Context: an optimization exercise on an open-source flow, tuned for small area, a short achievable clock period and few clock cycles. The choices shown serve that exercise and are no tape-out recipe.
No functional check of the RTL was part of any run shown here.
No activity file was given, so power comes from the tool's default toggle rates.

File: design/flow/config.mk
export PLATFORM = sky130hd
export DESIGN_NAME = rawc_seq
export DESIGN_NICKNAME = rawc_seq
export VERILOG_FILES = /design/flow/design.v
export SDC_FILE = /design/flow/constraint.sdc
export NUM_CORES = 4
export LEC_CHECK = 0
export CAP_MARGIN = 20
export CORE_MARGIN = 2
export CORE_UTILIZATION = 40
export SETUP_SLACK_MARGIN = 1.5
export SLEW_MARGIN = 20
File: design/flow/constraint.sdc
create_clock -name core_clock -period 5.0 [get_ports {clk}]
set_input_delay 1.0000 -clock core_clock [delete_from_list [all_inputs] [get_ports {clk}]]
set_output_delay 1.0000 -clock core_clock [all_outputs]
set_load 0.01 [all_outputs]
File: design/flow/design.v
module rawc_seq (
    input  wire        clk,
    input  wire        rst,         
    input  wire        cmd_valid,
    output wire        cmd_ready,
    input  wire [31:0] cmd_word,
    input  wire        wr_valid,
    output wire        wr_ready,
    input  wire [7:0]  wr_byte,
    output wire        rd_valid,
    output wire [7:0]  rd_byte,
    output wire        rsp_valid,
    input  wire        rsp_ready,
    output wire [31:0] rsp_word,
    output wire        p_valid,
    input  wire        p_ready,
    output wire [3:0]  p_kind,
    output wire [5:0]  p_reg,
    output wire        p_word,
    output wire [15:0] p_wdata,
    input  wire [31:0] p_rdata
);
    localparam [3:0] K_RD    = 4'd1;    
    localparam [3:0] K_WR    = 4'd2;    
    localparam [3:0] K_ARD   = 4'd3;    
    localparam [3:0] K_ARDB  = 4'd4;    
    localparam [3:0] K_AWR   = 4'd5;    
    localparam [3:0] K_AWRB  = 4'd6;    
    localparam [3:0] K_EDIS  = 4'd7;    
    localparam [3:0] K_EEN   = 4'd8;    
    localparam [3:0] K_TMR   = 4'd9;    
    localparam [3:0] K_DLY   = 4'd10;   
    localparam [3:0] K_DIAG  = 4'd11;   
    localparam [3:0] OP_INIT     = 4'h1;
    localparam [3:0] OP_ALLOC_M  = 4'h2;
    localparam [3:0] OP_ALLOC_D  = 4'h3;
    localparam [3:0] OP_DEALL_M  = 4'h4;
    localparam [3:0] OP_DEALL_D  = 4'h5;
    localparam [3:0] OP_MOUNT_RX = 4'h6;
    localparam [3:0] OP_SEND_M   = 4'h7;
    localparam [3:0] OP_SET_IDX  = 4'h8;
    localparam [3:0] OP_GET_IDX  = 4'h9;
    localparam [3:0] OP_READ_B   = 4'hA;
    localparam [3:0] OP_WRITE_B  = 4'hB;
    localparam [3:0] OP_GET_ST   = 4'hC;
    localparam [3:0] OP_SET_ST   = 4'hD;
    localparam [3:0] OP_MOVE     = 4'hE;
    localparam [3:0] OP_RDCSR    = 4'hF;
    localparam [6:0] S_IDLE   = {3'd0, 4'd0};
    localparam [6:0] S_RSP    = {3'd1, 4'd0};
    localparam [6:0] S_RDINT  = {3'd0, K_RD};     
    localparam [6:0] S_RDBC   = {3'd1, K_RD};     
    localparam [6:0] S_FIFO   = {3'd2, K_RD};     
    localparam [6:0] S_STAT   = {3'd3, K_RD};     
    localparam [6:0] S_GIDX   = {3'd4, K_RD};     
    localparam [6:0] S_PRE    = {3'd0, K_WR};     
    localparam [6:0] S_CTL    = {3'd1, K_WR};     
    localparam [6:0] S_CLR2   = {3'd2, K_WR};     
    localparam [6:0] S_CLR1   = {3'd3, K_WR};     
    localparam [6:0] S_SIDX   = {3'd4, K_WR};     
    localparam [6:0] S_ARD    = {3'd0, K_ARD};
    localparam [6:0] S_ARDB   = {3'd0, K_ARDB};
    localparam [6:0] S_AWR    = {3'd0, K_AWR};
    localparam [6:0] S_AWRB   = {3'd0, K_AWRB};
    localparam [6:0] S_EDIS   = {3'd0, K_EDIS};   
    localparam [6:0] S_EREST  = {3'd1, K_EDIS};   
    localparam [6:0] S_EEN    = {3'd0, K_EEN};
    localparam [6:0] S_T0     = {3'd0, K_TMR};    
    localparam [6:0] S_TMR    = {3'd1, K_TMR};    
    localparam [6:0] S_DLY    = {3'd0, K_DLY};
    localparam [6:0] S_DGI    = {3'd1, K_DIAG};   
    localparam [6:0] S_DGX    = {3'd2, K_DIAG};   
    localparam [6:0] S_DGM    = {3'd3, K_DIAG};   
    localparam [6:0] S_DGZ    = {3'd4, K_DIAG};   
    reg [6:0]  st;
    reg        pv;            
    reg        rq;            
    reg [3:0]  op;
    reg        ill;           
    reg [15:0] imm;
    reg [2:0]  w;             
    reg [2:0]  mp;            
    reg        md;            
    reg        second;        
    reg [5:0]  oob;
    reg [1:0]  mnt;           
    reg [3:0]  diags;
    reg        prior;         
    reg [31:0] t0;
    function [5:0] reg_of;
        input [2:0] ww;
        input [2:0] which;    
        begin
            case (ww)
                3'd0:    reg_of = 6'd0  + {3'd0, which};
                3'd1:    reg_of = 6'd5  + {3'd0, which};
                3'd2:    reg_of = 6'd10 + {3'd0, which};
                3'd3:    reg_of = 6'd15 + {3'd0, which};
                3'd4:    reg_of = 6'd20 + {3'd0, which};
                default: reg_of = 6'd25 + {3'd0, which};
            endcase
        end
    endfunction
    function ge12;
        input [11:0] a;
        input [11:0] b;
        integer i;
        reg gt, eq;
        begin
            gt = 1'b0;
            eq = 1'b1;
            for (i = 11; i >= 0; i = i - 1) begin
                gt = gt | (eq & a[i] & ~b[i]);
                eq = eq & ~(a[i] ^ b[i]);
            end
            ge12 = gt | eq;
        end
    endfunction
    function [15:0] dec16;
        input [15:0] a;
        integer i;
        reg borrow;
        begin
            borrow = 1'b1;
            for (i = 0; i < 16; i = i + 1) begin
                dec16[i] = a[i] ^ borrow;
                borrow   = borrow & ~a[i];
            end
        end
    endfunction
    function [7:0] mask1;
        input [2:0] ww;
        begin
            case (ww)
                3'd0:    mask1 = 8'h02;
                3'd1:    mask1 = 8'h04;
                default: mask1 = 8'h01;
            endcase
        end
    endfunction
    function [15:0] mask2;
        input [2:0] ww;
        begin
            case (ww)
                3'd2:    mask2 = 16'h0010;
                3'd3:    mask2 = 16'h0020;
                3'd4:    mask2 = 16'h0004;
                default: mask2 = 16'h0008;
            endcase
        end
    endfunction
    function legal;
        input [31:0] x;
        reg [3:0] o;
        reg [2:0] xw;
        reg [2:0] xp;
        begin
            o  = x[31:28];
            xw = x[26:24];
            xp = x[22:20];
            case (o)
                OP_INIT, OP_DEALL_M, OP_DEALL_D:
                    legal = (x[27:0] == 28'd0);
                OP_ALLOC_M, OP_ALLOC_D, OP_SEND_M:
                    legal = (x[27:16] == 12'd0) && (x[15:12] == 4'd0);
                OP_RDCSR:
                    legal = (x[27:16] == 12'd0) && (x[15:1] == 15'd0);
                OP_MOUNT_RX, OP_GET_IDX:
                    legal = !x[27] && (x[23:0] == 24'd0) && !(xw[2] && xw[1]);
                OP_GET_ST:
                    legal = !x[27] && (x[23:0] == 24'd0) && (xw[2:1] == 2'd0);
                OP_SET_IDX, OP_READ_B, OP_WRITE_B:
                    legal = !x[27] && (x[23:16] == 8'd0) && !(xw[2] && xw[1]);
                OP_SET_ST:
                    legal = !x[27] && (x[23:1] == 23'd0) && (xw[2:1] == 2'd0);
                OP_MOVE:
                    legal = !x[23] && (x[19:12] == 8'd0) && !(xw[2] && xw[1]) && !(xp[2] && xp[1:0] != 2'd0);
                default:
                    legal = 1'b0;
            endcase
        end
    endfunction
    wire [3:0] kind = st[3:0];
    wire       hs   = pv && p_ready;
    assign p_valid = pv;
    assign p_kind  = kind;
    assign rd_valid = hs && (st == S_ARDB);
    assign rd_byte  = p_rdata[7:0];
    reg [5:0]  o_reg;
    reg        o_word;
    reg [15:0] o_wdata;
    always @(*) begin
        o_reg   = reg_of(w, 3'd4);
        o_word  = 1'b1;
        o_wdata = imm;
        case (st)
            S_RDINT: begin o_reg = 6'd30; o_word = 1'b0; end
            S_RDBC:  o_reg = reg_of(w, 3'd3);
            S_FIFO:  o_reg = (op == OP_ALLOC_M) ? 6'd32 : 6'd33;
            S_STAT:  o_reg = reg_of(w, 3'd1);
            S_GIDX:  o_reg = reg_of(w, 3'd0);
            S_PRE: begin
                if (w[2:1] == 2'd0) begin
                    o_reg = 6'd30; o_word = 1'b0; o_wdata = {8'd0, mask1(w)};
                end else begin
                    o_reg = 6'd31; o_wdata = mask2(w);
                end
            end
            S_CTL: begin
                o_reg   = reg_of(w, 3'd2);
                o_wdata = {md, mp, second ? 12'd0 : imm[11:0]};
            end
            S_CLR2:  begin o_reg = 6'd31; o_wdata = 16'h003C; end
            S_CLR1:  begin o_reg = 6'd30; o_word = 1'b0; o_wdata = {8'd0, mask1(w)}; end
            S_SIDX:  o_reg = reg_of(w, 3'd0);
            S_AWRB:  o_wdata = {8'd0, t0[23:16]};
            S_DGI:   o_reg = {3'd1, w};
            S_DGX: begin o_reg = {3'd2, w}; o_wdata = {15'd0, op == OP_WRITE_B}; end
            S_DGM: begin o_reg = {3'd3, w}; o_wdata = 16'd0; end
            S_DGZ: begin o_reg = {3'd4, w}; o_wdata = 16'd0; end
            default: ;
        endcase
    end
    assign p_reg   = o_reg;
    assign p_word  = o_word;
    assign p_wdata = o_wdata;
    assign rsp_valid = rq;
    assign rsp_word  = {ill, 11'd0, diags, ill ? 16'd0 : t0[15:0]};
    wire [15:0] rd16    = p_rdata[15:0];
    wire        rd_nz   = (rd16 != 16'd0);
    wire        rd0     = p_rdata[0];
    wire [5:0]  dlo    = {1'b0, p_rdata[4:0]} - {1'b0, t0[4:0]};
    wire        blo    = dlo[5];
    wire [26:0] th     = p_rdata[31:5];
    wire [26:0] t0h    = t0[31:5];
    wire [26:0] xeq    = ~(th ^ t0h);                   
    reg  [26:0] c1;
    integer ci;
    always @(*) begin
        c1[0] = !xeq[0];
        for (ci = 1; ci < 27; ci = ci + 1)
            c1[ci] = t0h[ci-1] ? (xeq[ci] == th[ci-1]) : xeq[ci];
    end
    wire        hi_eq0 = &xeq;
    wire        hi_eq1 = &c1;
    wire        lt5    = (dlo[4:3] == 2'd0) && !(dlo[2] && dlo[1:0] != 2'd0);
    wire        lt20   = !dlo[4] || (dlo[3:2] == 2'd0);
    wire        is_si  = (op == OP_SET_IDX);
    wire        lo_lt  = is_si ? lt5 : lt20;
    wire        tmo    = !((blo ? hi_eq1 : hi_eq0) && lo_lt);
    wire        hit     = (w == 3'd0) ? p_rdata[1] : (w == 3'd1) ? p_rdata[2] : p_rdata[0];
    wire        fifo_ok = (rd16[15:12] != 4'd0) || ge12(rd16[11:0], imm[11:0]);    
    wire        go_mv   = fifo_ok || (op == OP_ALLOC_M && rd_nz);
    wire        last_b  = (imm == 16'd1);
    wire        zlen    = (imm == 16'd0);
    reg [6:0] nA, nB;
    reg       dsel_hit, dsel_tmo, dsel_nz, dsel_go, dsel_rd0;
    always @(*) begin
        nA = S_RSP;
        nB = S_RSP;
        dsel_hit = 1'b0;
        dsel_tmo = 1'b0;
        dsel_nz  = 1'b0;
        dsel_go  = 1'b0;
        dsel_rd0 = 1'b0;
        case (st)
            S_EDIS:  begin nA = S_PRE; nB = S_PRE; end
            S_PRE:   begin nA = S_CTL; nB = S_CTL; end
            S_CTL:   begin nA = S_EEN; nB = S_EEN; end
            S_EEN:   begin nA = S_T0;  nB = S_T0;  end
            S_T0:    begin nA = is_si ? S_STAT : S_RDINT; nB = nA; end
            S_RDINT: begin
                dsel_hit = 1'b1;
                nA = (w[2:1] != 2'd0) ? S_CLR2 : S_CLR1;
                nB = S_TMR;
            end
            S_CLR2:  begin nA = S_CLR1; nB = S_CLR1; end
            S_CLR1,
            S_DGM:   begin nA = prior ? S_RDBC : S_EREST; nB = nA; end
            S_TMR: begin
                dsel_tmo = 1'b1;
                nA = is_si ? S_DGI : S_DGM;
                nB = is_si ? S_STAT : S_DLY;
            end
            S_DLY:   begin nA = S_RDINT; nB = S_RDINT; end
            S_EREST: begin nA = S_RDBC;  nB = S_RDBC;  end
            S_RDBC: begin
                if (op == OP_INIT && !second) begin
                    nA = S_EDIS; nB = S_EDIS;
                end else if (op == OP_MOUNT_RX) begin
                    dsel_nz = 1'b1;
                    nA = S_RSP; nB = S_DGZ;
                end
            end
            S_FIFO:  begin dsel_go = 1'b1; nA = S_EDIS; nB = S_RSP; end
            S_STAT:  begin dsel_rd0 = 1'b1; nA = S_TMR; nB = S_RSP; end
            S_SIDX:  begin nA = S_T0; nB = S_T0; end
            S_DGX:   begin nA = (op == OP_WRITE_B) ? S_AWR : S_ARD; nB = nA; end
            S_ARD,
            S_ARDB:  begin nA = zlen || last_b && st == S_ARDB ? S_RSP : S_ARDB; nB = nA; end
            S_AWR,
            S_AWRB:  begin nA = zlen || last_b && st == S_AWRB ? S_RSP : S_AWRB; nB = nA; end
            default: ;
        endcase
    end
    wire d = (dsel_hit && hit) || (dsel_tmo && tmo) || (dsel_nz && rd_nz) ||
             (dsel_go && go_mv) || (dsel_rd0 && rd0);
    wire [6:0] n_hs = d ? nA : nB;
    wire       fin  = (n_hs == S_RSP);
    wire want_b = (st == S_AWR && !zlen) || (st == S_AWRB && !last_b);
    assign wr_ready = (hs && want_b) || (st == S_AWRB && !pv);
    wire take_b = wr_ready && wr_valid;
    assign cmd_ready = (kind == 4'd0);
    wire acc = cmd_valid && cmd_ready;
    wire [3:0] c_op = cmd_word[31:28];
    wire [2:0] c_w  = cmd_word[26:24];
    wire       c_ok = legal(cmd_word);
    always @(posedge clk) begin
        if (rst) begin
            st  <= S_IDLE;
            pv  <= 1'b0;
            rq  <= 1'b0;
            oob <= 6'd0;
            mnt <= 2'd0;
        end else begin
            if (rq && rsp_ready) begin
                rq <= 1'b0;
                st <= S_IDLE;
            end
            if (take_b) t0[23:16] <= wr_byte;
            if (st == S_AWRB && !pv && wr_valid) pv <= 1'b1;
            if (hs) begin
                st <= n_hs;
                rq <= fin;
                pv <= !fin && !((n_hs == S_AWRB) && !wr_valid);
                case (st)
                    S_EDIS:  prior <= rd0;
                    S_T0:    t0 <= p_rdata;
                    S_DGI:   begin
                        oob[w]   <= 1'b1;
                        diags[0] <= 1'b1;
                        t0[15:0] <= 16'd0;
                    end
                    S_DGX:   diags[1] <= 1'b1;
                    S_DGM:   diags[2] <= 1'b1;
                    S_DGZ:   begin
                        diags[3] <= 1'b1;
                        t0[15:0] <= 16'd0;
                    end
                    S_RDBC: begin
                        case (op)
                            OP_INIT: begin
                                second <= 1'b1;
                                w      <= 3'd4;
                                md     <= 1'b1;
                                t0[15:0] <= 16'd0;
                            end
                            OP_ALLOC_M: begin
                                t0[15:0] <= {15'd0, rd_nz && !second};
                                if (rd_nz && !second) oob[3] <= 1'b0;
                            end
                            OP_ALLOC_D: begin
                                t0[15:0] <= {15'd0, rd_nz};
                                if (rd_nz) begin
                                    oob[1] <= 1'b0;
                                    mnt[1] <= 1'b1;
                                end
                            end
                            OP_MOUNT_RX,
                            OP_MOVE: t0[15:0] <= rd16;
                            default: t0[15:0] <= 16'd0;
                        endcase
                    end
                    S_FIFO: begin
                        t0[15:0] <= 16'd0;
                        if (!fifo_ok) begin
                            second <= 1'b1;
                            w      <= 3'd2;
                            md     <= 1'b0;
                        end
                    end
                    S_STAT: begin
                        if (!rd0) begin
                            oob[w]   <= 1'b0;
                            t0[15:0] <= 16'd0;
                        end
                    end
                    S_GIDX:  t0[15:0] <= rd16;
                    S_ARDB,
                    S_AWRB:  imm <= dec16(imm);
                    default: ;
                endcase
            end
            if (acc) begin
                op     <= c_op;
                ill    <= !c_ok;
                imm    <= cmd_word[15:0];
                diags  <= 4'd0;
                second <= 1'b0;
                w      <= c_w;
                mp     <= cmd_word[22:20];
                md     <= cmd_word[27];
                case (c_op)
                    OP_INIT:     begin w <= 3'd1; mp <= 3'd3; md <= 1'b0; end
                    OP_ALLOC_M:  begin w <= 3'd3; mp <= 3'd1; md <= 1'b1; end
                    OP_ALLOC_D:  begin w <= 3'd1; mp <= 3'd2; md <= 1'b1; end
                    OP_DEALL_M:  begin w <= 3'd2; mp <= 3'd1; md <= 1'b0; end
                    OP_DEALL_D:  begin w <= 3'd0; mp <= 3'd2; md <= 1'b0; end
                    OP_MOUNT_RX: begin mp <= 3'd0; md <= 1'b1; end
                    OP_SEND_M:   begin w <= 3'd3; mp <= 3'd0; md <= 1'b0; end
                    default: ;
                endcase
                case (c_op)
                    OP_GET_ST: t0[15:0] <= {15'd0, mnt[c_w[0]]};
                    OP_SET_ST: t0[15:0] <= 16'd0;
                    OP_RDCSR:  t0[15:0] <= cmd_word[0] ? {14'd0, mnt} : {10'd0, oob};
                    default:   t0[15:0] <= cmd_word[15:0];
                endcase
                pv     <= 1'b1;
                rq     <= 1'b0;
                if (!c_ok) begin
                    pv <= 1'b0;
                    rq <= 1'b1;
                    st <= S_RSP;
                end else begin
                    case (c_op)
                        OP_INIT:     begin st <= S_EDIS; mnt <= 2'b00; end
                        OP_ALLOC_M,
                        OP_ALLOC_D:  st <= S_FIFO;
                        OP_DEALL_D:  begin st <= S_EDIS; mnt[0] <= 1'b0; end
                        OP_MOUNT_RX: begin st <= S_EDIS; if (c_w == 3'd0) mnt[0] <= 1'b1; end
                        OP_DEALL_M,
                        OP_SEND_M,
                        OP_MOVE:     st <= S_EDIS;
                        OP_SET_IDX:  st <= S_SIDX;
                        OP_GET_IDX:  st <= S_GIDX;
                        OP_READ_B:   st <= oob[c_w] ? S_DGX : S_ARD;
                        OP_WRITE_B:  st <= oob[c_w] ? S_DGX : S_AWR;
                        OP_SET_ST: begin
                            mnt[c_w[0]] <= cmd_word[0];
                            pv <= 1'b0;
                            rq <= 1'b1;
                            st <= S_RSP;
                        end
                        default: begin    
                            pv <= 1'b0;
                            rq <= 1'b1;
                            st <= S_RSP;
                        end
                    endcase
                end
            end
        end
    end
endmodule
File: design/flow/flow/run.sh
#!/bin/bash
# Layout flow: the standard ORFS flow (standard.sh), with two changes:
#  - the port buffers inserted during placement use the smallest buffer cell;
#  - synthesis leaves adders to ABC instead of extracting half/full adder
#    cells (ADDER_MAP_FILE empty), so carry chains are mapped as logic.
# The synthesis script and its register names are the standard ones.
set -euo pipefail
export BUFFER_PORTS_ARGS="-buffer_cell sky130_fd_sc_hd__buf_1"
export ADDER_MAP_FILE=
bash standard.sh > standard_flow.log 2>&1
File: design/flow/standard.sh
#!/bin/bash
# synth_recipe.tcl (not shown) runs the flow's synth.tcl, then flattens the netlist and writes it again
# the make line also repeats each setting of config.mk as NAME=value (left out here)
make -C /OpenROAD-flow-scripts/flow DESIGN_CONFIG=/design/flow/config.mk WORK_HOME=/design/flow/orfs CLKGATE_MAP_FILE= SYNTH_SCRIPT=/design/flow/synth_recipe.tcl "${@:-finish}"
==> results of run 1 <==
==> flip-flops by register name (all words and copies together) (netlist names), named ones only <==
name	cells
diags	4
ill	1
imm	16
md	1
mnt	2
mp	3
oob	2
op	4
prior	1
pv	1
rq	1
second	1
st	7
t0	32
w	3
==> stage by stage <==
| stage | total power [mW] | std cells |
|---|---|---|
| after floorplan | 1.07 | 967 |
| after global placement | 1.20 | 1277 |
| after detailed placement | 1.20 | 1277 |
| after CTS | 2.01 | 1296 |
| after global routing | 2.09 | 1310 |
| final | 2.02 | 1310 |
==> critical path, delay by kind of cell (launching register included) <==
kind | cells | cell delay, ps
AOI/OAI and AO/OA | 3 | 700
buffers and inverters | 2 | 350
and+or+nand+nor | 1 | 550
DFF | 1 | 460
==> metal layers <==
layer,global-route usage,up-vias,routed length (microns)
li1,-,3749,-
met1,0.365,3865,12000
met2,0.423,395,12700
met3,0.0429,57,2020
met4,0.101,0,886
met5,0,-,0
==> cell type report <==
class | instances | area [sq um]
fill | 1896 | 9670
multi-input combinational | 785 | 5010
sequential | 83 | 2340
timing repair buffer | 174 | 816
clock buffer | 14 | 339
tap | 234 | 293
inverter | 18 | 67.6
clock inverter | 2 | 38.8
==> cell families after synthesis <==
logic type      synth area share
simple gates               0.289
compound gates             0.236
buf+inv                   0.0622
flops                      0.308
xor+xnor                  0.0693
mux                       0.0310
fa+ha+maj                0.00431
other cells             0.000497
==> cell usage in the layout, fill, tap and decap left out, drive strengths merged, types with 7 or more instances in the layout <==
cell,count
dfxtp,17
o22ai,7
mux2i,20
nor2b,53
buf,164
a22oi,11
nand4,16
a21oi,67
nor3,23
o21ai,71
edfxtp,66
a31oi,17
nand3,26
xnor2,51
nand2b,24
nor2,102
a22o,19
xor2,7
nor4,23
clkbuf,24
and2,15
conb,11
nand2,93
inv,18
==> repair_timing <==
item                                    in CTS  in global routing
endpoints found under the setup margin      24                 26
gates resized for setup                     34                 33
buffers inserted                             3                 14
pin swaps                                    2                  3
==> worst max path at each step <==
stage | cells after the start | slack, ps | endpoint
CTS | 7 | 1500 | p_reg[0]
global route | 9 | 1460 | p_reg[2]
floorplan | 11 | 1690 | pv
detailed placement | 11 | 1080 | pv
finish | 6 | 1590 | p_wdata[5]
global placement | 11 | 1110 | mnt[1]
==> where the power goes <==
group	switching [mW]	leakage [nW]	internal, mW
Combinational	0.234	2.08	0.150
Clock	0.291	0.186	0.524
Sequential	0.0457	0.763	0.777
==> out/results.tsv, run 1 <==
stage	metric	value	unit
critical_path	ff2ff_path_depth	10	
critical_path	max_stage_delay	550	ps
floorplan	row_count	50	
global_routing	grt_pass1_wl	41300	microns
critical_path	crit_path_max_fanout	12	
detailed_routing	via_per_inst	6.16	
synth	yosysWarnings	1	
min_path	worstHoldStart	mnt[0]	
job	maxCapViolations	0	
cts	tritoncts	built	
placement	place_congestion	0.991	
sta	rsz0062_at_grt	yes	
sta	maxSlewViolCount	0	
run_status	status	no timing/DRC/antenna violations	
power_and_ir_drop	p_leak	3.03	nW
detailed_routing	drt_iter0_drc	828	
synth	synth_common_cells	100 x nor2_1, 93 x nand2_1, 67 x o21ai_0, 66 x a21oi_1, 66 x edfxtp_1	
sta	fin_crit_sh	0.683	
critical_path	worstPathArrival	2410	ps
cts	clkTransAtPathRegs	70	ps
critical_path	cp-start-kind	flip-flop	
critical_path	rrSetupSlack	1660	ps
sta	skew	11.9	ps
detailed_routing	drc_errors	0	
floorplan	core-area	18600	sq um
critical_path	cp_cell_sequence	or3b_2 > o22ai_2 > o22ai_1 > buf_4 > a221o_1 > buf_1	
sta	finalHoldViolCount	0	
synth	synth.distinct_cells	85	
sta	worst_slew_pin_slew	935	ps
floorplan	start_util	0.406	
min_path	hold_class	flip-flop to flip-flop	
cts	cts.htree.levels	3	
detailed_routing	dr_total_vias	8066	
detailed_routing	ant_nets	0	
synth	synth_seq_cells	83	
power_and_ir_drop	ir_drop	0.177	mV
critical_path	r2r-start	w[1]	
synth	synth_cells	957	
global_routing	grt_pass1_vias	7343	
sta	fin_setup_tns	0	ps
cts	numCtsBuffers	9	
min_path	hold_depth	2	
cts	cts_hold_buffers	0	
detailed_routing	drtPass1Iterations	6	
sta	min_period	3410	ps
finish	final_area	8910	sq um
placement	io_buffers	138	
global_routing	grt.total_usage	0.266	
synth	synth.most_common_cell	nor2_1	
cts	cts-root-buf	clkbuf_16	
sta	layout_setup_ws	1590	ps
floorplan	io-pin-count	150	
synth	synth_top_cell_area_share	0.263	
cts	clock_latency	350	ps
cts	clock_sinks	83	
sta	max_freq	0.293	GHz
placement	place_area	8130	sq um
synth	mappedNetlistArea	7540	sq um
sta	final-setup-viol-count	0	
floorplan	fp.dieW	141	microns
min_path	hold_path_end	mnt[0]	
synth	seq_area_frac_synth	0.308	
finish	utilization	0.480	
synth	ys_async_sr_fraction	0	
floorplan	dieArea	20000	sq um
finish	diodes	0	
placement	dp.final_hpwl	20800	microns
sta	fin_hold_ws	507	ps
critical_path	r2r-end	pv	
finish	drive_gt1_frac	0.120	
sta	maxSlewHeadroom	0.375	
global_routing	grt_max_degree	39	
synth	ys_top_cells_by_area	edfxtp_1 26%, xnor2_1 5.7%, nor2_1 5.0%	
finish	area_delta_synth_final	18.1	%
detailed_routing	drt-total-wl	27600	microns
critical_path	cp-startpoint	st[6]	
detailed_routing	wl_per_cell	21.1	microns
global_routing	overflow	0	
synth	synth_edf_count	66	
finish	nets	1149	
critical_path	path_class	flip-flop to primary output	
synth	synth_ff_type	edfxtp_1	
floorplan	die_h	141	microns
critical_path	critPathRequiredTime	4000	ps
placement	post-place-ws	1080	ps
synth	synth.avg_cell_area	7.88	sq um
power_and_ir_drop	powerDensity	227	nW/um^2
critical_path	worstSetupEndpointType	primary output	
cts	cts_buffer_depth	2	
synth	synth.largest_area_cell	edfxtp_1	
global_routing	antenna_found_initial	0	
critical_path	crit_slowest_cell	or3b_2	
==> run 2: changes to the inputs <==
--- a/design/flow/config.mk
+++ b/design/flow/config.mk
@@ -10,3 +10,3 @@
 export CORE_UTILIZATION = 40
-export SETUP_SLACK_MARGIN = 1.5
+export SETUP_SLACK_MARGIN = 2.5
 export SLEW_MARGIN = 20
==> run 2 against run 1 <==
Core utilization grew 11 points; synthesized area did not move; sequential share of layout area decreased by 5.0 points; flip-flop and latch count unchanged; register-to-register slack gained 160 ps; fmax rose by 3.8%; non-clock buffer count grew 118; via count rose by 8.3%; synthesized cell count did not move; worst hold slack better by 16 ps.
==> out/results.tsv, run 2 <==
stage	metric	value	unit	change
floorplan	start_util	0.406		unchanged
critical_path	critPathRequiredTime	5260	ps	was 4000 ps
synth	synth_cells	957		unchanged
power_and_ir_drop	ir_drop	0.191	mV	was 0.177 mV
synth	synth_top_cell_area_share	0.263		unchanged
finish	final_area	11000	sq um	was 8910 sq um
placement	place_congestion	1.01		was 0.991
cts	tritoncts	built		unchanged
sta	layout_setup_ws	1710	ps	was 1590 ps
sta	min_period	3290	ps	was 3410 ps
cts	clock_sinks	83		unchanged
synth	synth.avg_cell_area	7.88	sq um	unchanged
run_status	status	no timing/DRC/antenna violations		unchanged
critical_path	critPathBufInv	1		was 2
detailed_routing	wl_per_cell	21.5	microns	was 21.1 microns
synth	yosys.area_share.adder	0.00431		unchanged
cts	cts_hold_buffers	0		unchanged
power_and_ir_drop	p_sw_frac	0.313		was 0.282
floorplan	fp.dieW	141	microns	unchanged
finish	nets	1267		was 1,149
power_and_ir_drop	power_frac_seq	0.413		was 0.407
global_routing	grt_max_degree	38		was 39
floorplan	row_count	50		unchanged
synth	synth_xor_area_frac	0.0693		unchanged
floorplan	io-pin-count	150		unchanged
synth	synth_ff_type	edfxtp_1		unchanged
finish	final_common_cell	buf_4		was buf_1
critical_path	cp-start-kind	input pin		was flip-flop
cts	cts.htree.levels	3		unchanged
detailed_routing	drt-total-wl	30700	microns	was 27,600 microns
cts	clkTransAtPathRegs	70	ps	about the same
detailed_routing	ant_nets	0		unchanged
placement	place_area	8460	sq um	was 8130 sq um
min_path	hold_class	flip-flop to flip-flop		unchanged
critical_path	cp_cell_sequence	buf_8 > xnor2_4 > xnor2_1 > nor4_1 > nand4_1 > a2111o_1 > a21boi_4 > or4_4 > a31oi_4 > nand4_1 > o21a_1		was or3b_2 > o22ai_2 > o22ai_1 > buf_4 > a221o_1 > buf_1
cts	clock_latency	360	ps	was 350 ps
synth	synth.most_common_cell	nor2_1		unchanged
global_routing	grt_pass1_vias	8090		was 7,343
critical_path	crit_path_max_fanout	3		was 12
finish	final_cell_mix	128 x buf_4, 81 x nor2_1, 78 x nand2_1, 78 x buf_1, 66 x edfxtp_1		was 126 x buf_1, 97 x nor2_1, 91 x nand2_1, 66 x edfxtp_1
floorplan	die_h	141	microns	unchanged
synth	synth_top_family_by_area	simple AND/OR/NAND/NOR gates		unchanged
sta	worst_slew_pin_slew	657	ps	was 935 ps
floorplan	dieArea	20000	sq um	unchanged
sta	skew	12.8	ps	was 11.9 ps
finish	area_delta_synth_final	46.3	%	was 18.1%
finish	reg_top3	t0 x32, imm x16, st x7		unchanged
synth	ys_async_sr_fraction	0		unchanged
power_and_ir_drop	intPower	1.36	mW	was 1.45 mW
synth	seq_area_frac_synth	0.308		unchanged
power_and_ir_drop	total_power	1.98	mW	was 2.02 mW
synth	synthSimpleGateAreaFrac	0.289		unchanged
sta	fin_setup_tns	0	ps	unchanged
finish	register_area	2350	sq um	was 2340 sq um
synth	synth.distinct_cells	85		unchanged
critical_path	crit_top_cell	nand4_1		
global_routing	antenna_found_initial	0		unchanged
synth	mappedNetlistArea	7540	sq um	unchanged
cts	numCtsBuffers	9		unchanged
detailed_routing	dr_total_vias	8736		was 8,066
detailed_routing	drtPass1Iterations	6		unchanged
global_routing	grt_pass1_wl	45800	microns	was 41,300 microns
synth	synth.largest_area_cell	edfxtp_1		unchanged
sta	finalHoldViolCount	0		unchanged
critical_path	max_stage_delay	530	ps	was 550 ps
sta	fin_hold_ws	524	ps	was 507 ps
cts	cts-root-buf	clkbuf_16		unchanged
power_and_ir_drop	power.net_switching	619	uW	was 571 uW
synth	yosysWarnings	1		unchanged
critical_path	path_class	input pin to flip-flop		was flip-flop to primary output
finish	diodes	0		unchanged
finish	largest_register	t0		unchanged
critical_path	crit_slowest_cell	or4_4		was or3b_2
detailed_routing	via_per_inst	6.12		was 6.16
global_routing	grt.total_usage	0.293		was 0.266
synth	synth_common_cells	100 x nor2_1, 93 x nand2_1, 67 x o21ai_0, 66 x a21oi_1, 66 x edfxtp_1		unchanged
finish	drive_gt1_frac	0.349		was 0.120
critical_path	worstSetupEndpointType	flip-flop		was primary output
sta	max_freq	0.304	GHz	was 0.293 GHz
synth	synth_seq_cells	83		unchanged
synth	synth_compound_area_frac	0.236		unchanged
sta	rsz0062_at_grt	yes		unchanged
finish	multi_input_area	5890	sq um	was 5010 sq um
power_and_ir_drop	p_clk_frac	0.330		was 0.403
power_and_ir_drop	p_leak	4.12	nW	was 3.03 nW
power_and_ir_drop	powerDensity	179	nW/um^2	was 227 nW/um^2
sta	maxSlewViolCount	0		unchanged
cts	cts_buffer_depth	2		unchanged
placement	io_buffers	138		unchanged
synth	synth.area.mux_share	0.0310		unchanged
global_routing	overflow	0		unchanged
detailed_routing	drc_errors	0		unchanged
placement	post-place-ws	1150	ps	was 1080 ps
critical_path	critPathTopFamily	simple AND/OR/NAND/NOR gates		was compound AO/OA/AOI/OAI gates
critical_path	worstPathArrival	3550	ps	was 2410 ps
synth	ys_top_cells_by_area	edfxtp_1 26%, xnor2_1 5.7%, nor2_1 5.0%		unchanged
power_and_ir_drop	combPwrFrac	0.258		was 0.190
job	maxCapViolations	0		unchanged
synth	synth_edf_count	66		unchanged
finish	largest_reg_flops	32		unchanged
placement	dp.final_hpwl	20800	microns	about the same
sta	final-setup-viol-count	0		unchanged
sta	fin_crit_sh	0.658		was 0.683
sta	maxSlewHeadroom	0.562		was 0.375
detailed_routing	drt_iter0_drc	879		was 828
floorplan	core-area	18600	sq um	unchanged
finish	fillerInstances	1605		was 1,896
-- run 2: changes by cell type in the layout (fill, tap and decap cells not counted), moves of 10 or more --
| cell | change |
|---|---|
| buf_6 | +43 |
| nor2_1 | -16 |
| o21ai_0 | -13 |
| a21oi_1 | -10 |
| buf_4 | +93 |
| buf_1 | -48 |
| buf_2 | +16 |
| nor4_1 | -10 |
| o21ai_1 | +10 |
| nand2_1 | -13 |
| xnor2_1 | -11 |
-- run 2: timing repair --
action | in CTS | in global routing
setup buffers | 98 | 45
pin swaps | 96 | 67
endpoints found under the setup margin | 110 | 117
gates resized for setup | 194 | 123
gates cloned | 1 | 0
endpoints found under the hold margin | 0 | 0
-- run 2: cell type report --
cell class | count | share of cell area
Multi-Input combinational cell | 785 | 0.534
Sequential cell | 83 | 0.213
Timing Repair Buffer | 292 | 0.196
Tap cell | 234 | 0.0265
Clock buffer | 11 | 0.0220
Inverter | 18 | 0.00635
Clock inverter | 5 | 0.00306
-- run 2: path summary, 6_finish.rpt --
| kind | slack (ps) | depth (start not counted) | to | start |
|---|---|---|---|---|
| worst max register to register | 1820 | 9 | pv | op[3] |
| worst min register to register | 520 | 2 | rq | rq |
| worst min-delay path | 520 | 2 | rq | rq |
| worst max-delay path | 1710 | 11 | pv | p_rdata[20] |
-- run 2: logic make-up after synthesis --
family / count (synthesis)
simple gates: 420
compound gates: 271
buf+inv: 99
flops: 83
xor+xnor: 58
mux: 22
fa+ha+maj: 3
other cells: 1
-- run 2: through the flow --
step | util | std cells
3_3_place_gp | 0.455 | 1268
4_1_cts | 0.550 | 1383
5_1_grt | 0.594 | 1428
6_report | 0.594 | 1428
3_5_place_dp | 0.455 | 1268
2_1_floorplan | - | 967
-- run 2: tightest hold or removal path: cells and delay by family (launching register included) --
kind             cells  cell delay, ps
AO/OA/AOI/OAI        1              60
flip-flops           1             350
AND/OR/NAND/NOR      1              80
-- run 2: power by group through the flow --
stage                     clock network [mW]  logic, mW  registers, mW
after global placement                     0      0.375          0.838
after floorplan                            0      0.277          0.816
after detailed placement                   0      0.375          0.838
final                                  0.652      0.510          0.816
after CTS                              0.660      0.454          0.815
after global routing                   0.682      0.547          0.818
-- run 2: layer usage --
metal / track usage / vias up / part of all wire
li1: - / 3979 / -
met1: 0.393 / 4184 / 0.42
met2: 0.483 / 481 / 0.47
met3: 0.0520 / 92 / 0.080
met4: 0.0926 / 0 / 0.032
met5: 0 / - / 0
==> run 3: changes to the inputs <==
--- a/design/flow/config.mk
+++ b/design/flow/config.mk
@@ -10,3 +10,3 @@
 export CORE_UTILIZATION = 40
-export SETUP_SLACK_MARGIN = 2.5
+export SETUP_SLACK_MARGIN = 2.0
 export SLEW_MARGIN = 20
==> run 3 against run 2 <==
Core utilization shrank 3.4 points; register-to-register slack gained 80 ps; first-iteration DRC count shrank 16%; final cell count shrank 1.6%; setup slack lost 19 ps; non-clock buffer count shrank 23; sequential power is essentially flat; critical endpoint is now p_reg[3]; global-route usage grew 0.073 points; clock-buffer cell count is the same.
==> out/results.tsv, run 3 <==
stage	metric	value	unit	change
run_status	status	no timing/DRC/antenna violations		unchanged
critical_path	crit_path_max_fanout	8		was 3
floorplan	die_h	141	microns	unchanged
sta	fin_crit_sh	0.661		was 0.658
finish	diodes	0		unchanged
detailed_routing	ant_nets	0		unchanged
sta	maxSlewViolCount	0		unchanged
synth	synth_common_cells	100 x nor2_1, 93 x nand2_1, 67 x o21ai_0, 66 x a21oi_1, 66 x edfxtp_1		unchanged
global_routing	grt_pass1_vias	8051		was 8,090
critical_path	r2r-start	op[3]		unchanged
placement	post-place-ws	1080	ps	was 1150 ps
critical_path	crit_top_cell	buf_6		was nand4_1
synth	synth.most_common_cell	nor2_1		unchanged
floorplan	dieArea	20000	sq um	unchanged
sta	skew	11.7	ps	was 12.8 ps
synth	ys_top_cells_by_area	edfxtp_1 26%, xnor2_1 5.7%, nor2_1 5.0%		unchanged
detailed_routing	drc_errors	0		unchanged
sta	worst_slew_pin_slew	880	ps	was 657 ps
sta	rsz0062_at_grt	yes		unchanged
detailed_routing	drt_iter0_drc	739		was 879
detailed_routing	drt-total-wl	30400	microns	was 30,700 microns
critical_path	crit_end	p_reg[3]		was pv
global_routing	overflow	0		unchanged
critical_path	cp_cell_sequence	or4b_4 > buf_6 > nor2_4 > buf_4 > buf_6 > a21oi_1 > o2111ai_1 > buf_2		was buf_8 > xnor2_4 > xnor2_1 > nor4_1 > nand4_1 > a2111o_1 > a21boi_4 > or4_4 > a31oi_4 > nand4_1 > o21a_1
detailed_routing	drtPass1Iterations	5		was 6
cts	clock_sinks	83		unchanged
floorplan	core-area	18600	sq um	unchanged
floorplan	start_util	0.406		unchanged
critical_path	cp-start-kind	flip-flop		was input pin
placement	dp.cells	1275		was 1,268
synth	synth.avg_cell_area	7.88	sq um	unchanged
finish	reg_top3	t0 x32, imm x16, st x7		unchanged
power_and_ir_drop	ir_drop	0.149	mV	was 0.191 mV
placement	io_buffers	138		unchanged
synth	synth.distinct_cells	85		unchanged
sta	min_period	3310	ps	was 3290 ps
critical_path	critPathRequiredTime	4000	ps	was 5260 ps
finish	area_delta_synth_final	38.0	%	was 46.3%
critical_path	worstPathArrival	2310	ps	was 3550 ps
floorplan	io-pin-count	150		unchanged
synth	synth_seq_cells	83		unchanged
min_path	hold_class	flip-flop to flip-flop		unchanged
floorplan	row_count	50		unchanged
power_and_ir_drop	total_power	1.99	mW	was 1.98 mW
sta	max_freq	0.302	GHz	was 0.304 GHz
min_path	hold_depth	2		unchanged
critical_path	path_class	flip-flop to primary output		was input pin to flip-flop
finish	nets	1244		was 1,267
finish	utilization	0.560		was 0.594
synth	seq_area_frac_synth	0.308		unchanged
detailed_routing	dr_total_vias	8618		was 8,736
finish	final_cell_mix	114 x buf_4, 88 x buf_1, 86 x nor2_1, 84 x nand2_1, 66 x edfxtp_1		was 128 x buf_4, 81 x nor2_1, 78 x nand2_1, 78 x buf_1, 66 x edfxtp_1
cts	cts-root-buf	clkbuf_16		unchanged
finish	final_common_cell	buf_4		unchanged
placement	place_congestion	0.999		was 1.01
critical_path	critPathBufInv	4		was 1
global_routing	grt_max_degree	38		unchanged
synth	yosysWarnings	1		unchanged
critical_path	critPathTopFamily	simple AND/OR/NAND/NOR gates		unchanged
finish	largest_reg_flops	32		unchanged
placement	dp.final_hpwl	21100	microns	was 20,800 microns
global_routing	grt_pass1_wl	45600	microns	was 45,800 microns
cts	clock_latency	360	ps	about the same
synth	synth_edf_count	66		unchanged
global_routing	antenna_found_initial	0		unchanged
sta	layout_setup_ws	1690	ps	was 1710 ps
critical_path	r2r-end	pv		unchanged
power_and_ir_drop	p_leak	3.84	nW	was 4.12 nW
cts	cts.htree.levels	3		unchanged
synth	synth_ff_type	edfxtp_1		unchanged
critical_path	cp-startpoint	st[2]		was p_rdata[20]
cts	numCtsBuffers	9		unchanged
synth	synth.largest_area_cell	edfxtp_1		unchanged
finish	largest_register	t0		unchanged
synth	synth_top_cell_area_share	0.263		unchanged
finish	fin_cells	1405		was 1,428
critical_path	cp.depth	8		was 11
sta	fin_setup_tns	0	ps	unchanged
detailed_routing	via_per_inst	6.13		was 6.12
critical_path	max_stage_delay	620	ps	was 530 ps
power_and_ir_drop	powerDensity	191	nW/um^2	was 179 nW/um^2
synth	ys_async_sr_fraction	0		unchanged
finish	drive_gt1_frac	0.303		was 0.349
job	maxCapViolations	0		unchanged
sta	final-setup-viol-count	0		unchanged
global_routing	grt.total_usage	0.294		was 0.293
cts	cts_buffer_depth	2		unchanged
critical_path	worstSetupEndpointType	primary output		was flip-flop
synth	mappedNetlistArea	7540	sq um	unchanged
cts	tritoncts	built		unchanged
floorplan	fp.dieW	141	microns	unchanged
cts	clkTransAtPathRegs	70	ps	about the same
synth	synth_cells	957		unchanged
sta	maxSlewHeadroom	0.411		was 0.562
critical_path	crit_slowest_cell	or4b_4		was or4_4
critical_path	rrSetupSlack	1900	ps	was 1820 ps
critical_path	ff2ff_path_depth	9		unchanged
detailed_routing	wl_per_cell	21.6	microns	was 21.5 microns
sta	finalHoldViolCount	0		unchanged
## run 3: cell counts after synthesis
Identical to the previous run, type by type.
## run 3: final cells by class
type	instances	area, sq um
clock buffers	11	243
repair buffers	269	1740
fillers	1715	8170
clock inverters	5	58.8
well taps	234	293
inverters	18	67.6
flip-flops and latches	83	2350
multi-input cells	785	5660
## run 3: repair_timing
item,in CTS,in global routing
setup endpoints to repair,57,35
gates resized for setup,178,106
setup buffers,81,31
pin swaps,37,52
gates cloned,1,1
hold buffers,0,0
## run 3: cell families after synthesis
| family | after synthesis | synth area share |
|---|---|---|
| AND/OR/NAND/NOR | 420 | 0.289 |
| AO/OA/AOI/OAI | 271 | 0.236 |
| buffers and inverters | 99 | 0.0622 |
| flip-flops | 83 | 0.308 |
| XOR/XNOR | 58 | 0.0693 |
| multiplexers | 22 | 0.0310 |
| adder cells (fa/ha/maj) | 3 | 0.00431 |
| other | 1 | 0.000497 |
## run 3: how the worst min path moves through the flow
stage	end	startpoint	slack [ps]
6_report	mnt[0]	mnt[0]	520
5_1_grt	mnt[0]	mnt[0]	530
4_1_cts	mnt[0]	mnt[0]	520
3_5_place_dp	rq	rq	510
3_3_place_gp	mnt[0]	mnt[0]	500
2_1_floorplan	mnt[0]	mnt[0]	460
## run 3: worst min-delay path: stages, from the launching register on
cell and delay [ps]:
dfxtp_1 350, nand2_1 70, a21oi_1 60
## run 3: power by group
| group | internal (mW) | total (mW) | switching, mW |
|---|---|---|---|
| Sequential | 0.776 | 0.816 | 0.0405 |
| Combinational | 0.205 | 0.479 | 0.273 |
| Clock | 0.403 | 0.697 | 0.294 |
## run 3: per-layer routing
| layer | vias to the layer above | wire length (microns) | GRT usage |
|---|---|---|---|
| li1 | 3931 | - | - |
| met1 | 4140 | 12300 | 0.379 |
| met2 | 480 | 14300 | 0.481 |
| met3 | 67 | 2820 | 0.0736 |
| met4 | 0 | 917 | 0.104 |
| met5 | - | 0 | 0 |
## run 3: stage by stage
stage / hold slack, ps / area, sq um
floorplan: 457 / 7710
detailed placement: 506 / 8230
global placement: 496 / 8230
global route: 533 / 10400
CTS: 517 / 9810
finish: 520 / 10400
==> run 4: changes to the inputs <==
--- a/design/flow/config.mk
+++ b/design/flow/config.mk
@@ -10,3 +10,3 @@
 export CORE_UTILIZATION = 40
-export SETUP_SLACK_MARGIN = 2.0
+export SETUP_SLACK_MARGIN = 1.25
 export SLEW_MARGIN = 20
==> run 4 against run 3 <==
Fmax shrank 9.6%; via count down 8.5%; flip-flop and latch count stayed put; setup slack got worse by 350 ps; clock power increased by 17%; sequential power is 1% higher; global-route usage decreased by 3.1 points; critical path depth is 2 lower; cell area shrank 17%; worst hold slack got worse by 12 ps; synthesized cell count did not move; die area is the same; critical path type unchanged; largest cell class unchanged; largest power group unchanged.
==> out/results.tsv, run 4 <==
stage	metric	value	unit	change
global_routing	grt_max_degree	39		was 38
detailed_routing	ant_nets	0		unchanged
sta	fin_crit_sh	0.732		was 0.661
critical_path	crit_slowest_cell	dfxtp_2		was or4b_4
critical_path	worstPathArrival	2660	ps	was 2310 ps
min_path	hold_class	flip-flop to flip-flop		unchanged
critical_path	path_class	flip-flop to primary output		unchanged
cts	tritoncts	built		unchanged
synth	synth_common_cells	100 x nor2_1, 93 x nand2_1, 67 x o21ai_0, 66 x a21oi_1, 66 x edfxtp_1		unchanged
sta	finalHoldViolCount	0		unchanged
detailed_routing	via_per_inst	6.10		was 6.13
detailed_routing	dr_total_vias	7883		was 8,618
sta	max_freq	0.273	GHz	was 0.302 GHz
sta	final-setup-viol-count	0		unchanged
finish	diodes	0		unchanged
finish	largest_reg_flops	32		unchanged
finish	final_area	8610	sq um	was 10,400 sq um
detailed_routing	drt_iter0_drc	788		was 739
sta	rsz0062_at_grt	yes		unchanged
power_and_ir_drop	total_power	2.01	mW	was 1.99 mW
critical_path	critPathRequiredTime	4000	ps	about the same
synth	synth.largest_area_cell	edfxtp_1		unchanged
sta	worst_slew_pin_slew	958	ps	was 880 ps
run_status	status	no timing/DRC/antenna violations		unchanged
finish	register_area	2330	sq um	was 2350 sq um
finish	nets	1132		was 1,244
floorplan	fp.dieW	141	microns	unchanged
synth	synth_edf_count	66		unchanged
finish	fillerInstances	1928		was 1,715
cts	clock_sinks	83		unchanged
sta	min_period	3660	ps	was 3310 ps
cts	clock_latency	350	ps	was 360 ps
detailed_routing	drc_errors	0		unchanged
global_routing	grt.total_usage	0.263		was 0.294
sta	maxSlewHeadroom	0.359		was 0.411
floorplan	die_h	141	microns	unchanged
power_and_ir_drop	p_leak	2.84	nW	was 3.84 nW
cts	cts_hold_buffers	0		unchanged
synth	synth.most_common_cell	nor2_1		unchanged
floorplan	row_count	50		unchanged
cts	cts.htree.levels	3		unchanged
synth	mappedNetlistArea	7540	sq um	unchanged
sta	fin_setup_tns	0	ps	unchanged
job	maxCapViolations	0		unchanged
placement	dp.cells	1277		was 1,275
detailed_routing	drtPass1Iterations	7		was 5
synth	synth.distinct_cells	85		unchanged
global_routing	overflow	0		unchanged
critical_path	rrSetupSlack	1560	ps	was 1900 ps
synth	synth_seq_cells	83		unchanged
sta	maxSlewViolCount	0		unchanged
cts	cts-root-buf	clkbuf_16		unchanged
floorplan	core-area	18600	sq um	unchanged
critical_path	critPathBufInv	2		was 4
critical_path	critPathTopFamily	compound AO/OA/AOI/OAI gates		was simple AND/OR/NAND/NOR gates
synth	seq_area_frac_synth	0.308		unchanged
finish	reg_top3	t0 x32, imm x16, st x7		unchanged
critical_path	max_stage_delay	620	ps	about the same
critical_path	cp-start-kind	flip-flop		unchanged
detailed_routing	wl_per_cell	21.0	microns	was 21.6 microns
power_and_ir_drop	powerDensity	234	nW/um^2	was 191 nW/um^2
global_routing	antenna_found_initial	0		unchanged
placement	place_area	8130	sq um	was 8230 sq um
finish	final_common_cell	buf_1		was buf_4
finish	multi_input_area	4870	sq um	was 5660 sq um
cts	clkTransAtPathRegs	70	ps	about the same
critical_path	cp_cell_sequence	or3b_2 > o22ai_2 > o22ai_1 > buf_4 > a221o_1 > buf_1		was or4b_4 > buf_6 > nor2_4 > buf_4 > buf_6 > a21oi_1 > o2111ai_1 > buf_2
synth	synth_top_cell_area_share	0.263		unchanged
finish	final_cell_mix	137 x buf_1, 97 x nor2_1, 93 x nand2_1, 67 x o21ai_0, 66 x edfxtp_1		was 114 x buf_4, 88 x buf_1, 86 x nor2_1, 84 x nand2_1, 66 x edfxtp_1
synth	ys_top_cells_by_area	edfxtp_1 26%, xnor2_1 5.7%, nor2_1 5.0%		unchanged
cts	cts_resized	14		was 178
placement	io_buffers	138		unchanged
floorplan	dieArea	20000	sq um	unchanged
critical_path	worstSetupEndpointType	primary output		unchanged
power_and_ir_drop	ir_drop	0.177	mV	was 0.149 mV
synth	synth.avg_cell_area	7.88	sq um	unchanged
cts	cts_buffer_depth	2		unchanged
cts	cts_setup_buffers	0		was 81
detailed_routing	drt-total-wl	27200	microns	was 30,400 microns
sta	skew	13.7	ps	was 11.7 ps
finish	largest_register	t0		unchanged
synth	synth_ff_type	edfxtp_1		unchanged
synth	yosysWarnings	1		unchanged
synth	ys_async_sr_fraction	0		unchanged
finish	fin_cells	1293		was 1,405
global_routing	grt_pass1_vias	7259		was 8,051
synth	synth_cells	957		unchanged
floorplan	start_util	0.406		unchanged
cts	numCtsBuffers	9		unchanged
finish	drive_gt1_frac	0.0784		was 0.303
finish	area_delta_synth_final	14.1	%	was 38.0%
placement	place_congestion	0.991		was 0.999
floorplan	io-pin-count	150		unchanged
global_routing	grt_pass1_wl	40900	microns	was 45,600 microns
placement	dp.final_hpwl	20800	microns	was 21,100 microns
critical_path	crit_path_max_fanout	21		was 8
-- run 4: cell counts after synthesis --
Identical to the previous run, type by type.
-- run 4: worst paths after layout --
kind          start    endpoint  cells after the start
max           st[6]  p_wdata[3]                      6
min          mnt[0]      mnt[0]                      2
max reg2reg    w[1]          pv                     10
min reg2reg  mnt[0]      mnt[0]                      2
-- run 4: layout make-up --
class                   count  area share
multi-input cells         785       0.566
well taps                 234      0.0340
clock inverters             2     0.00451
repair buffers            157      0.0769
flip-flops and latches     83       0.271
clock buffers              14      0.0394
inverters                  18     0.00785
-- run 4: per-stage QoR --
| step | utilization | setup slack, ps | hold WS, ps |
|---|---|---|---|
| floorplan | - | 1690 | 457 |
| global placement | 0.438 | 1110 | 495 |
| detailed placement | 0.438 | 1080 | 488 |
| CTS | 0.461 | 1270 | 507 |
| global route | 0.463 | 1180 | 534 |
| finish | 0.463 | 1340 | 508 |
-- run 4: layer usage --
layer / track usage / wire (microns) / share of wire
met4: 0.105 / 906 / 0.033
met3: 0.0445 / 1970 / 0.072
met1: 0.361 / 12100 / 0.44
met5: 0 / 0 / 0
met2: 0.414 / 12200 / 0.45
-- run 4: kinds of logic (layout without fill, tap and decap cells) --
| family | Yosys count | count (layout) | share of synthesized area |
|---|---|---|---|
| adders and majority gates | 3 | 3 | 0.00431 |
| other | 1 | 11 | 0.000497 |
| xor gates and xnor gates | 58 | 58 | 0.0693 |
| DFF | 83 | 83 | 0.308 |
| AOI/OAI and AO/OA | 271 | 271 | 0.236 |
| buffers and inverters | 99 | 191 | 0.0622 |
| and+or+nand+nor | 420 | 420 | 0.289 |
| muxes | 22 | 22 | 0.0310 |
-- run 4: worst register-to-register path, cell delays in order (launching register included) --
cell	delay (ps)
edfxtp_1	640
nor2_1	600
o211ai_1	200
o21ai_0	140
o31ai_1	100
a22oi_1	390
nand2_1	150
or4_4	560
a31oi_2	200
nand4_1	150
o21a_1	210
-- run 4: where the power goes --
part	leakage [nW]	total, mW	internal [mW]	switching [mW]
clock	0.186	0.816	0.524	0.292
sequential	0.761	0.825	0.779	0.0461
combinational	1.90	0.369	0.141	0.228
total	2.84	2.01	1.44	0.566
==> run 5: changes to the inputs <==
--- a/design/flow/config.mk
+++ b/design/flow/config.mk
@@ -10,3 +10,3 @@
 export CORE_UTILIZATION = 40
-export SETUP_SLACK_MARGIN = 1.25
+export SETUP_SLACK_MARGIN = 1.0
 export SLEW_MARGIN = 20
==> run 5 against run 4 <==
Still clean on timing, DRC and antenna; sequential power hardly changed; global-route usage hardly changed; fmax is 4.7% lower; wire length hardly changed; die area stayed put; via count is 0.69% higher; register-to-register slack worse by 30 ps; clock-buffer cell count stayed put; setup slack worse by 180 ps; non-clock buffer count stayed put; combinational power hardly changed.
==> out/results.tsv, run 5 <==
stage	metric	value	unit	change
finish	reg_top3	t0 x32, imm x16, st x7		unchanged
detailed_routing	dr_total_vias	7937		was 7,883
global_routing	grt_max_degree	39		unchanged
critical_path	crit_slowest_cell	dfxtp_1		was dfxtp_2
detailed_routing	ant_nets	0		unchanged
synth	synth_ff_type	edfxtp_1		unchanged
cts	cts_buffer_depth	2		unchanged
critical_path	r2r-end	pv		unchanged
critical_path	r2r-start	w[1]		unchanged
sta	finalHoldViolCount	0		unchanged
power_and_ir_drop	powerDensity	235	nW/um^2	was 234 nW/um^2
critical_path	path_class	flip-flop to primary output		unchanged
synth	ys_top_cells_by_area	edfxtp_1 26%, xnor2_1 5.7%, nor2_1 5.0%		unchanged
detailed_routing	drt_iter0_drc	824		was 788
critical_path	max_stage_delay	850	ps	was 620 ps
sta	skew	12.7	ps	was 13.7 ps
synth	synth.largest_area_cell	edfxtp_1		unchanged
min_path	hold_depth	2		unchanged
cts	clock_latency	350	ps	about the same
synth	ys_async_sr_fraction	0		unchanged
placement	place_congestion	0.991		unchanged
sta	fin_crit_sh	0.768		was 0.732
detailed_routing	drt-total-wl	27200	microns	about the same
sta	max_freq	0.260	GHz	was 0.273 GHz
cts	cts.htree.levels	3		unchanged
sta	maxSlewHeadroom	0.360		was 0.359
min_path	hold_path_end	mnt[0]		unchanged
cts	tritoncts	built		unchanged
sta	fin_setup_tns	0	ps	unchanged
detailed_routing	drc_errors	0		unchanged
job	maxCapViolations	0		unchanged
finish	final_cell_mix	138 x buf_1, 99 x nor2_1, 93 x nand2_1, 67 x o21ai_0, 66 x edfxtp_1		was 137 x buf_1, 97 x nor2_1, 93 x nand2_1, 67 x o21ai_0, 66 x edfxtp_1
finish	largest_reg_flops	32		unchanged
power_and_ir_drop	ir_drop	0.177	mV	about the same
floorplan	core-area	18600	sq um	unchanged
sta	rsz0062_at_grt	no		was yes
finish	area_delta_synth_final	13.3	%	was 14.1%
floorplan	die_h	141	microns	unchanged
critical_path	crit_path_max_fanout	23		was 21
global_routing	antenna_found_initial	0		unchanged
critical_path	critPathTopFamily	simple AND/OR/NAND/NOR gates		was compound AO/OA/AOI/OAI gates
synth	synth_cells	957		unchanged
placement	dp.final_hpwl	20800	microns	unchanged
sta	fin_hold_ws	507	ps	was 508 ps
global_routing	grt_pass1_wl	40800	microns	was 40,900 microns
sta	worst_slew_pin_slew	957	ps	was 958 ps
sta	min_period	3840	ps	was 3660 ps
placement	io_buffers	138		unchanged
synth	synth_common_cells	100 x nor2_1, 93 x nand2_1, 67 x o21ai_0, 66 x a21oi_1, 66 x edfxtp_1		unchanged
floorplan	start_util	0.406		unchanged
critical_path	rrSetupSlack	1530	ps	was 1560 ps
synth	synth.distinct_cells	85		unchanged
critical_path	critPathBufInv	1		was 2
floorplan	row_count	50		unchanged
detailed_routing	drtPass1Iterations	5		was 7
finish	diodes	0		unchanged
synth	synth.avg_cell_area	7.88	sq um	unchanged
global_routing	grt.total_usage	0.263		about the same
power_and_ir_drop	p_leak	2.83	nW	was 2.84 nW
sta	maxSlewViolCount	0		unchanged
finish	drive_gt1_frac	0.0689		was 0.0784
min_path	hold_class	flip-flop to flip-flop		unchanged
cts	clock_sinks	83		unchanged
synth	mappedNetlistArea	7540	sq um	unchanged
synth	synth_edf_count	66		unchanged
floorplan	dieArea	20000	sq um	unchanged
critical_path	worstSetupEndpointType	primary output		unchanged
cts	cts_resized	3		was 14
min_path	worstHoldStart	mnt[0]		unchanged
cts	cts-root-buf	clkbuf_16		unchanged
sta	final-setup-viol-count	0		unchanged
global_routing	overflow	0		unchanged
critical_path	ff2ff_path_depth	10		unchanged
cts	clkTransAtPathRegs	70	ps	about the same
floorplan	io-pin-count	150		unchanged
cts	numCtsBuffers	9		unchanged
synth	synth_top_cell_area_share	0.263		unchanged
finish	final_common_cell	buf_1		unchanged
finish	largest_register	t0		unchanged
synth	synth.most_common_cell	nor2_1		unchanged
floorplan	fp.dieW	141	microns	unchanged
run_status	status	no timing/DRC/antenna violations		unchanged
critical_path	cp_cell_sequence	or3b_2 > nor2_4 > a221oi_1 > nand2_1 > o21ai_0 > o2111ai_1 > nor2_1 > a21oi_1 > buf_1		was or3b_2 > o22ai_2 > o22ai_1 > buf_4 > a221o_1 > buf_1
synth	synth_seq_cells	83		unchanged
synth	seq_area_frac_synth	0.308		unchanged
cts	cts_hold_buffers	0		unchanged
synth	yosysWarnings	1		unchanged
finish	nets	1132		unchanged
critical_path	critPathRequiredTime	4000	ps	about the same
critical_path	cp-start-kind	flip-flop		unchanged
cts	cts_setup_buffers	0		unchanged
detailed_routing	wl_per_cell	21.1	microns	was 21.0 microns
global_routing	grt_pass1_vias	7252		was 7,259
critical_path	worstPathArrival	2840	ps	was 2660 ps
detailed_routing	via_per_inst	6.14		was 6.10
==> run 5: cell counts after synthesis <==
No cell type changed its count.
==> run 5: worst max path at each step <==
stage	from	to	slack [ps]	cells after the start
6_report	st[4]	p_reg[2]	1160	9
5_1_grt	st[4]	p_reg[2]	1000	9
4_1_cts	st[3]	p_wdata[0]	1010	7
3_5_place_dp	p_rdata[10]	pv	1080	11
3_3_place_gp	cmd_word[29]	mnt[1]	1110	11
2_1_floorplan	p_rdata[0]	pv	1690	11
==> run 5: tightest hold or removal path: stages, from the launching register on <==
cell and delay [ps]:
dfxtp_1 340, nand2_1 70, a21oi_1 50
==> run 5: layer usage <==
| metal | wire length, microns | part of all wire | GRT usage | vias up |
|---|---|---|---|---|
| li1 | - | - | - | 3699 |
| met1 | 11900 | 0.44 | 0.362 | 3784 |
| met2 | 12400 | 0.46 | 0.414 | 397 |
| met3 | 2070 | 0.076 | 0.0432 | 57 |
| met4 | 812 | 0.030 | 0.103 | 0 |
| met5 | 0 | 0 | 0 | - |
==> run 5: cells by family (layout without fill, tap and decap cells) <==
group | count (synthesis) | in the layout | synth area share
buffers and inverters | 99 | 191 | 0.0622
and+or+nand+nor | 420 | 420 | 0.289
AOI/OAI and AO/OA | 271 | 271 | 0.236
DFF | 83 | 83 | 0.308
other | 1 | 11 | 0.000497
adders and majority gates | 3 | 3 | 0.00431
xor gates and xnor gates | 58 | 58 | 0.0693
muxes | 22 | 22 | 0.0310
==> run 5: metrics by stage <==
stage                util  power, mW  instance area [sq um]  setup WS, ps  std cells
finish              0.460       2.01                   8550          1160       1293
global route        0.460       2.08                   8550          1000       1293
floorplan               -       1.07                   7580          1690        967
global placement    0.438       1.20                   8130          1110       1277
CTS                 0.459       2.01                   8520          1010       1293
detailed placement  0.438       1.20                   8130          1080       1277
==> run 5: area by class of cell <==
| type | count | area, sq um |
|---|---|---|
| multi-input combinational | 785 | 4820 |
| sequential | 83 | 2330 |
| timing repair buffer | 157 | 661 |
| inverter | 18 | 67.6 |
| fill | 1932 | 10000 |
| clock inverter | 2 | 38.8 |
| clock buffer | 14 | 339 |
| tap | 234 | 293 |
==> run 5: report_power, final <==
| part | internal (mW) | switching (mW) | leakage, nW | total, mW |
|---|---|---|---|---|
| sequential | 0.779 | 0.0452 | 0.760 | 0.824 |
| clock | 0.524 | 0.292 | 0.186 | 0.816 |
| combinational | 0.140 | 0.229 | 1.88 | 0.369 |

## separate check: timing with driven ports
The results above use ideal ports. As a check the final layouts listed here were re-extracted and re-timed, cells and wires unchanged.
Step 1, drivers: a clkbuf_16 drives clk and a buf_2 each remaining input, both assumed.
Step 2 also shifts input and output timing later by t, the mid clock arrival at the registers, as if the neighbouring blocks saw the same clock.
Slacks: no drivers / after step 1 / after step 2; pairs: no drivers / after step 1.
| run | t, ns | setup WS [ns] | slew at the worst register clock pin (ns) |
|---|---|---|---|
| run 1 | 0.391 | 1.587 / 1.545 / 1.226 | 0.07 / 0.07 |
| run 2 | 0.393 | 1.712 / 1.682 / 1.317 | 0.07 / 0.07 |
| run 3 | 0.394 | 1.693 / 1.649 / 1.379 | 0.07 / 0.07 |
| run 4 | 0.390 | 1.341 / 1.299 / 1.045 | 0.07 / 0.07 |
| run 5 | 0.390 | 1.159 / 1.116 / 1.052 | 0.07 / 0.07 |
After both steps every run listed still meets setup and hold. For run 2, which loses most, drivers alone change the setup slack by -0.030 ns; drivers and shift together by -0.395 ns.
